Source: an optimization exercise on an open RTL-to-GDS flow (aim: small area, a short achievable clock period and few clock cycles per item). Production flows keep margins and buffers that such runs may drop.
The RTL was checked by simulation tests, not by an equivalence proof against the original design.
Power is estimated from default activity; no workload was simulated.

==> v35 <==
## dtl_fec_tx
module dtl_fec_tx (
    input  wire        clk,
    input  wire        rst,
    input  wire        cmd_valid,
    output wire        cmd_ready,
    input  wire        cmd_op,          
    input  wire [7:0]  push_data,       
    input  wire [3:0]  push_cnt,        
    input  wire [3:0]  bld_mod,         
    input  wire [3:0]  bld_fec,         
    input  wire [7:0]  bld_flen,        
    input  wire [15:0] cfg_floor,
    input  wire [15:0] cfg_maxempty,
    output reg         pay_valid,
    output reg  [15:0] pay_data,        
    output reg         frm_valid,
    output wire [11:0] frm_plen,
    output wire [11:0] frm_seq,
    output wire [3:0]  frm_fec,
    output reg  [7:0]  frm_cwid,
    output wire [13:0] frm_off,
    output wire [13:0] frm_short,
    output reg         frm_stop,
    output wire        frm_rem_pend
);
    integer i, j;
    function [5:0] f_ur(input [1:0] bm1, input [3:0] t);
        case ({bm1, t})
            6'd0: f_ur = {4'd0, 2'd0};
            6'd1: f_ur = {4'd1, 2'd0};
            6'd2: f_ur = {4'd2, 2'd0};
            6'd3: f_ur = {4'd3, 2'd0};
            6'd4: f_ur = {4'd4, 2'd0};
            6'd5: f_ur = {4'd5, 2'd0};
            6'd6: f_ur = {4'd6, 2'd0};
            6'd7: f_ur = {4'd7, 2'd0};
            6'd8: f_ur = {4'd8, 2'd0};
            6'd9: f_ur = {4'd9, 2'd0};
            6'd10: f_ur = {4'd10, 2'd0};
            6'd16: f_ur = {4'd0, 2'd0};
            6'd17: f_ur = {4'd1, 2'd1};
            6'd18: f_ur = {4'd1, 2'd0};
            6'd19: f_ur = {4'd2, 2'd1};
            6'd20: f_ur = {4'd2, 2'd0};
            6'd21: f_ur = {4'd3, 2'd1};
            6'd22: f_ur = {4'd3, 2'd0};
            6'd23: f_ur = {4'd4, 2'd1};
            6'd24: f_ur = {4'd4, 2'd0};
            6'd25: f_ur = {4'd5, 2'd1};
            6'd26: f_ur = {4'd5, 2'd0};
            6'd32: f_ur = {4'd0, 2'd0};
            6'd33: f_ur = {4'd1, 2'd2};
            6'd34: f_ur = {4'd1, 2'd1};
            6'd35: f_ur = {4'd1, 2'd0};
            6'd36: f_ur = {4'd2, 2'd2};
            6'd37: f_ur = {4'd2, 2'd1};
            6'd38: f_ur = {4'd2, 2'd0};
            6'd39: f_ur = {4'd3, 2'd2};
            6'd40: f_ur = {4'd3, 2'd1};
            6'd41: f_ur = {4'd3, 2'd0};
            6'd42: f_ur = {4'd4, 2'd2};
            6'd48: f_ur = {4'd0, 2'd0};
            6'd49: f_ur = {4'd1, 2'd3};
  ...
clock: 7.0 ns
lec_check: 0
cap_margin: 20
core_margin: 2
core_utilization: 40
slew_margin: 20
run.sh (not shown) runs the stock make flow with config.mk's settings and CLKGATE_MAP_FILE= SYNTH_SCRIPT=/design/flow/synth_recipe.tcl, a recipe that flattens the netlist after the stock synthesis.
==> v36: changes against v35 <==
--- a/flow/design.v
+++ b/flow/design.v
@@ -109,12 +109,15 @@
             5'd31: f_cw = {4'd2, 2'd1};
             default: f_cw = 6'd0;
         endcase
     endfunction
     reg [127:0] q;               
     reg [7:0]   level;
+    reg [7:0]   lvlk;            
+    reg [3:0]   rooml;           
+    reg [3:0]   roomk;           
     reg         rem_pend;
     reg [8:0]   rem_bits;        
     reg [3:0]   rem_len;
     reg [3:0]   rem_off;
     reg         rem_c2;          
     reg [7:0]   next_cw;         
@@ -133,18 +136,19 @@
     reg [7:0]   flen4;           
     reg [15:0]  acc;             
     reg [3:0]   wcnt;
     reg [3:0]   off_h;
     reg [2:0]   short_h;
     reg         rv;              
+    reg         rdy;             
     reg         rop;             
     reg  [7:0]  r_a;             
     reg  [3:0]  r_b;             
     reg         r_cok;           
-    reg  [15:0] r_floor;
-    reg  [15:0] r_maxe;
+    reg  [7:0]  r_floor;         
+    reg         r_stope;         
     reg         nd;              
     reg         lvl_lo;          
     wire [3:0]  r_cnt = r_b;
     wire [7:0]  r_pb  = r_a;
     assign frm_plen     = {2'b00, psym};
     assign frm_seq      = frame_no;
@@ -216,30 +220,29 @@
     reg  [9:0] b_mask;
     always @* begin
         for (i = 0; i < 10; i = i + 1)
             b_mask[i] = (i < sp[3:0]);
     end
     wire [3:0] b_len   = b_split ? sp[3:0] : b_n;
-    wire       b_last  = b_split || (level <= {4'd0, b_k}) ||
-                         sp_ltneed;
+    wire       b_last  = sp_ltneed || (lvlk == 8'd0);
     wire [5:0] b_ur    = f_cw(c2, rfree, bm1);
     wire [3:0] b_u     = b_ur[5:2];
     wire [1:0] b_r     = b_split ? 2'd0 : b_ur[1:0];
     wire       b_short = (level < {4'd0, b_k});
     wire [11:0] b_sp   = sp - {8'd0, b_n};
     reg [7:0] pb;
     always @* begin
         for (i = 0; i < 8; i = i + 1)
             pb[i] = (i < push_cnt) ? push_data[7 - i] : 1'b0;
     end
-    wire [7:0] lvl_b  = !busy ? level : b_short ? 8'd0 : level - {4'd0, b_k};
-    wire       p_fits = ({1'b0, lvl_b} + {5'd0, r_cnt} <= 9'd128);
+    wire [7:0] lvl_b  = busy ? lvlk : level;
+    wire       p_fits = (r_cnt <= (busy ? roomk : rooml));
     wire       push_ok = r_cok && p_fits;
     wire       do_push  = rv && !rop && (flush || !busy || b_last || (nd && lvl_lo));
     wire       do_build = rv && rop && !busy && !flush;
-    assign cmd_ready = !rv || do_push || do_build;
+    assign cmd_ready = rdy;
     wire ins_en  = do_push && push_ok && !rst;
     wire [15:0] pch = {8'd0, r_pb & {8{ins_en}}} << lvl_b[2:0];
     reg  [15:0] bsel;            
     always @* begin
         for (i = 0; i < 16; i = i + 1)
             bsel[i] = (lvl_b[6:3] == i);
@@ -253,25 +256,37 @@
     wire [9:0]  cbits = b_split ? (b_enc & b_mask) : b_enc;
     wire [25:0] comb  = {10'd0, acc} | ({16'd0, cbits} << wcnt);
     wire [5:0]  tw0   = {2'b00, wcnt} + {2'b00, b_len};
     wire [5:0]  tw1   = {2'b00, wcnt} + {2'b00, b_len} + {4'd0, b_r};
     wire [5:0]  tw    = b_last ? tw1 : tw0;
     wire        wfull = tw[4];    
-    wire        empty    = ({8'd0, level} < r_floor);
+    wire        empty    = (level < r_floor);
     wire [15:0] ecnt_inc = empty_cnt + {15'd0, (empty_cnt != 16'hFFFF)};
-    wire        stop_e   = (r_maxe != 16'hFFFF) && (empty_cnt >= r_maxe);
+    wire [15:0] ecnt_d   = rst ? 16'd0 : !do_build ? empty_cnt : empty ? ecnt_inc : 16'd0;
     wire sh_cw = busy || (do_build && a_cw);
     wire sh_c2 = busy ? c2 : a_c2f;
+    wire [3:0] k_d = (do_build ? (rem_pend ? rem_c2 : a_c2f) : c2) ? 4'd6 : 4'd4;
     reg [7:0] level_d;
+    wire [7:0] lvlk_d = (level_d < {4'd0, k_d}) ? 8'd0 : level_d - {4'd0, k_d};
     always @* begin
         level_d = lvl_b;
         if (do_build && a_cw) level_d = a_short ? 8'd0 : level - {4'd0, a_k};
         if (do_push && push_ok) level_d = lvl_b + {4'd0, r_cnt};
         if (rst) level_d = 8'd0;
     end
+    wire busy_d  = !rst && (busy ? !b_last : do_build && !a_last);
+    wire flush_d = !rst && busy && b_last && wfull && (tw[3:0] != 4'd0);
+    wire ltneed_d = busy ? (b_sp < {8'd0, need}) : do_build ? (a_sp < {8'd0, a_need}) : sp_ltneed;
+    wire nd_d    = do_build ? ({4'd0, level} >= cap + 12'd6) : nd;
+    wire rv_d    = !rst && (!cmd_ready || cmd_valid);
+    wire rop_d   = cmd_ready ? cmd_op : rop;
+    wire rdy_d   = !rv_d || (rop_d ? (!busy_d && !flush_d)
+                                   : (flush_d || !busy_d || ltneed_d || (lvlk_d == 8'd0) ||
+                                      (nd_d && (level_d <= 8'd124))));
     always @(posedge clk) begin
+        rdy <= rdy_d;
         pay_valid <= 1'b0;
         frm_valid <= 1'b0;
         q <= (q & {128{!rst && !sh_cw}}) |
              ({4'd0, q[127:4]} & {128{!rst && sh_cw && !sh_c2}}) |
              ({6'd0, q[127:6]} & {128{!rst && sh_cw && sh_c2}}) |
              ins;
@@ -280,29 +295,32 @@
         if (cmd_ready) begin
             rv      <= cmd_valid;
             rop     <= cmd_op;
             r_a     <= cmd_op ? bld_flen : pb;
             r_b     <= cmd_op ? {1'b0, bld_fec[1], bld_mod[1:0] - 2'd1} : push_cnt;
             r_cok   <= (push_cnt != 4'd0) && (push_cnt <= 4'd8);
-            r_floor <= cfg_floor;
-            r_maxe  <= cfg_maxempty;
+            r_floor <= (cfg_floor[15:8] != 8'd0) ? 8'hFF : cfg_floor[7:0];
+            r_stope <= (cfg_maxempty != 16'hFFFF) && (ecnt_d >= cfg_maxempty);
         end
         level  <= level_d;
+        lvlk   <= lvlk_d;
+        rooml  <= (level_d <= 8'd120) ? 4'd8 : 4'd0 - level_d[3:0];
+        roomk  <= (lvlk_d <= 8'd120) ? 4'd8 : 4'd0 - lvlk_d[3:0];
+        empty_cnt <= ecnt_d;
         lvl_lo <= (level_d <= 8'd124);
+        nd     <= nd_d;
+        sp_ltneed <= ltneed_d;
         if (do_build) begin
             bm1       <= a_bm1;
-            nd        <= ({4'd0, level} >= cap + 12'd6);
             need      <= a_need;
             sp_ltn    <= (a_sp < {8'd0, a_nf});
-            sp_ltneed <= (a_sp < {8'd0, a_need});
             flen4     <= a_flen;
             c2        <= rem_pend ? rem_c2 : a_c2f;
             frm_cwid  <= next_cw - {7'd0, rem_pend};
             off_h     <= rem_pend ? rem_off : 4'd0;
-            empty_cnt <= empty ? ecnt_inc : 16'd0;
-            frm_stop  <= empty && stop_e;
+            frm_stop  <= empty && r_stope;
             short_h   <= (a_cw && a_short) ? a_k[2:0] - level[2:0] : 3'd0;
             sp        <= a_sp;
             rfree     <= a_r;
             psym      <= {6'd0, a_u};
             if (rem_pend) begin
                 if (a_rpart) begin
@@ -323,13 +341,12 @@
                 end
             end
         end
         if (busy) begin
             sp      <= b_sp;
             sp_ltn    <= (b_sp < {8'd0, b_n});
-            sp_ltneed <= (b_sp < {8'd0, need});
             rfree   <= b_r;
             psym    <= b_split ? {flen4, 2'b00} : psym + {6'd0, b_u};
             next_cw <= next_cw + 8'd1;
             short_h <= b_short ? b_k[2:0] - level[2:0] : 3'd0;
             if (b_split) begin
                 rem_pend <= 1'b1;
@@ -345,54 +362,41 @@
             if (wfull) begin
                 pay_valid <= 1'b1;
                 acc  <= comb[25:16];
                 wcnt <= tw[3:0];
                 if (b_last) begin
                     if (tw[3:0] != 4'd0) flush <= 1'b1;
-                    else begin
-                        frm_valid <= 1'b1;
-                        acc  <= 16'd0;
-                    end
+                    else frm_valid <= 1'b1;
                 end
             end else if (b_last) begin
                 pay_valid <= (tw != 6'd0);
                 frm_valid <= 1'b1;
-                acc  <= 16'd0;
-                wcnt <= 4'd0;
             end else begin
                 acc  <= comb[15:0];
                 wcnt <= tw[3:0];
             end
         end else if (do_build) begin
             busy     <= !a_last;
             pay_data <= {6'd0, a_bits};
-            if (a_last) begin
-                pay_valid <= (a_len != 4'd0);
-                frm_valid <= 1'b1;
-            end else begin
-                acc  <= {6'd0, a_bits};
-                wcnt <= a_len;
-            end
+            pay_valid <= a_last && (a_len != 4'd0);
+            frm_valid <= a_last;
+            acc  <= {6'd0, a_bits};
+            wcnt <= a_len;
         end
         if (flush) begin
             pay_valid <= 1'b1;
             pay_data  <= acc;
             frm_valid <= 1'b1;
             flush <= 1'b0;
-            acc  <= 16'd0;
-            wcnt <= 4'd0;
         end
         if (rst) begin
             busy      <= 1'b0;
             rv        <= 1'b0;
             flush     <= 1'b0;
             pay_valid <= 1'b0;
             frm_valid <= 1'b0;
             rem_pend  <= 1'b0;
             next_cw   <= 8'd0;
             frame_no  <= 12'd0;
-            empty_cnt <= 16'd0;
-            acc       <= 16'd0;
-            wcnt      <= 4'd0;
         end
     end
 endmodule
==> flow/config.mk (replaced) <==
export PLATFORM = sky130hd
export DESIGN_NAME = dtl_fec_tx
export DESIGN_NICKNAME = dtl_fec_tx
export VERILOG_FILES = /design/flow/design.v
export SDC_FILE = /design/flow/constraint.sdc
export NUM_CORES = 4
export LEC_CHECK = 0
export CAP_MARGIN = 20
export CORE_MARGIN = 2
export CORE_UTILIZATION = 55
export CTS_CLUSTER_DIAMETER = 80
export CTS_CLUSTER_SIZE = 40
export PLACE_DENSITY = 0.75
export SETUP_SLACK_MARGIN = 3.0
export SLEW_MARGIN = 20
==> notes.md <==
- The number of placement rows is 84.
- The data required time at the worst endpoint is 7.49 ns.
- Setup repair after global routing left no endpoint under its margin.
- The library cell used most frequently in the layout, excluding fill and tap cells, is sky130_fd_sc_hd__dfxtp_1.
- The number of logic stages on the critical path including buffering is 14.
- The flow ran to the end and the layout has no timing, DRC or antenna violations.
- The via count of the first global-routing pass is 17.9k.
- Synthesis inferred 336 register bits.
- The total area inside the core boundary comes to 0.0523 mm².
- The total combinational power is 1.38 mW.
- Global routing consumed, over all layers together, 22.3% of the routing resources.
- Entering global routing, the biggest net connects 68 pins.
That was v35.
==> notes.md <==
- The run finished with no timing, DRC or antenna violations.
- The cell chosen for the clock root is sky130_fd_sc_hd__clkbuf_16.
- The maximum number of pins on one net before global-route repair is 129.
- The global router's overall resource usage is 29.2%.
- Setup repair after global routing could not meet its margin everywhere.
- The dominant cell type by area after synthesis is sky130_fd_sc_hd__dfxtp_1.
- The simple-gate portion of the synthesized area is 15.9%.
- The worst-case headroom to the max-slew limit is 34.5%.
- In this run, synthesis produced a sequential element count of 330.
- The commonest non-fill, non-tap cell in the layout is sky130_fd_sc_hd__nand2_1.
- For the worst setup path, the data required time is 7.31 ns.
- OpenSTA, run right after detailed placement, puts the worst setup slack at 1.62 ns.
- The number of placement rows is 71.
- The via count of the first global-routing pass is 18.0k.
- The H-tree level count is 1.
- The total combinational power is 1.51 mW.
- The worst setup path is captured at a flip-flop.
- The number of logic stages on the critical path including buffering is 22.
That was v36.
Testbench counts of v35, summed over its fixed seeds: cycles 3,788, frames 618.
Testbench counts of v36, summed over its fixed seeds: cycles 3,788, frames 618.

separate check: timing with driven ports:
How much do the figures lean on ideal ports? The routed layouts below were timed once more, with nothing changed but the port constraints. Step 1 (the two cells are an assumption about what drives the block):
set clk [get_ports {clk}]
set_driving_cell -lib_cell sky130_fd_sc_hd__clkbuf_16 $clk
set_driving_cell -lib_cell sky130_fd_sc_hd__buf_2 [delete_from_list [all_inputs] $clk]
Step 2 also shifts input and output timing later by t, the mid clock arrival at the registers, as if the neighbouring blocks saw the same clock. a / b / c = ideal / step 1 / step 2; a / b = the first two.
| run | t (ns) | slack for setup (ns) | worst setup path after step 2 | clock arrival spread, ns |
|---|---|---|---|---|
| v35 | 0.630 | 1.203 / 1.203 / 1.203 | register to register | 0.031 / 0.030 |
| v36 | 0.591 | 2.960 / 2.960 / 2.791 | input to register | 0.042 / 0.042 |
After both steps every run listed still meets setup and hold. For v36, which loses most, drivers alone change the setup slack by 0.000 ns; drivers and shift together by -0.169 ns.
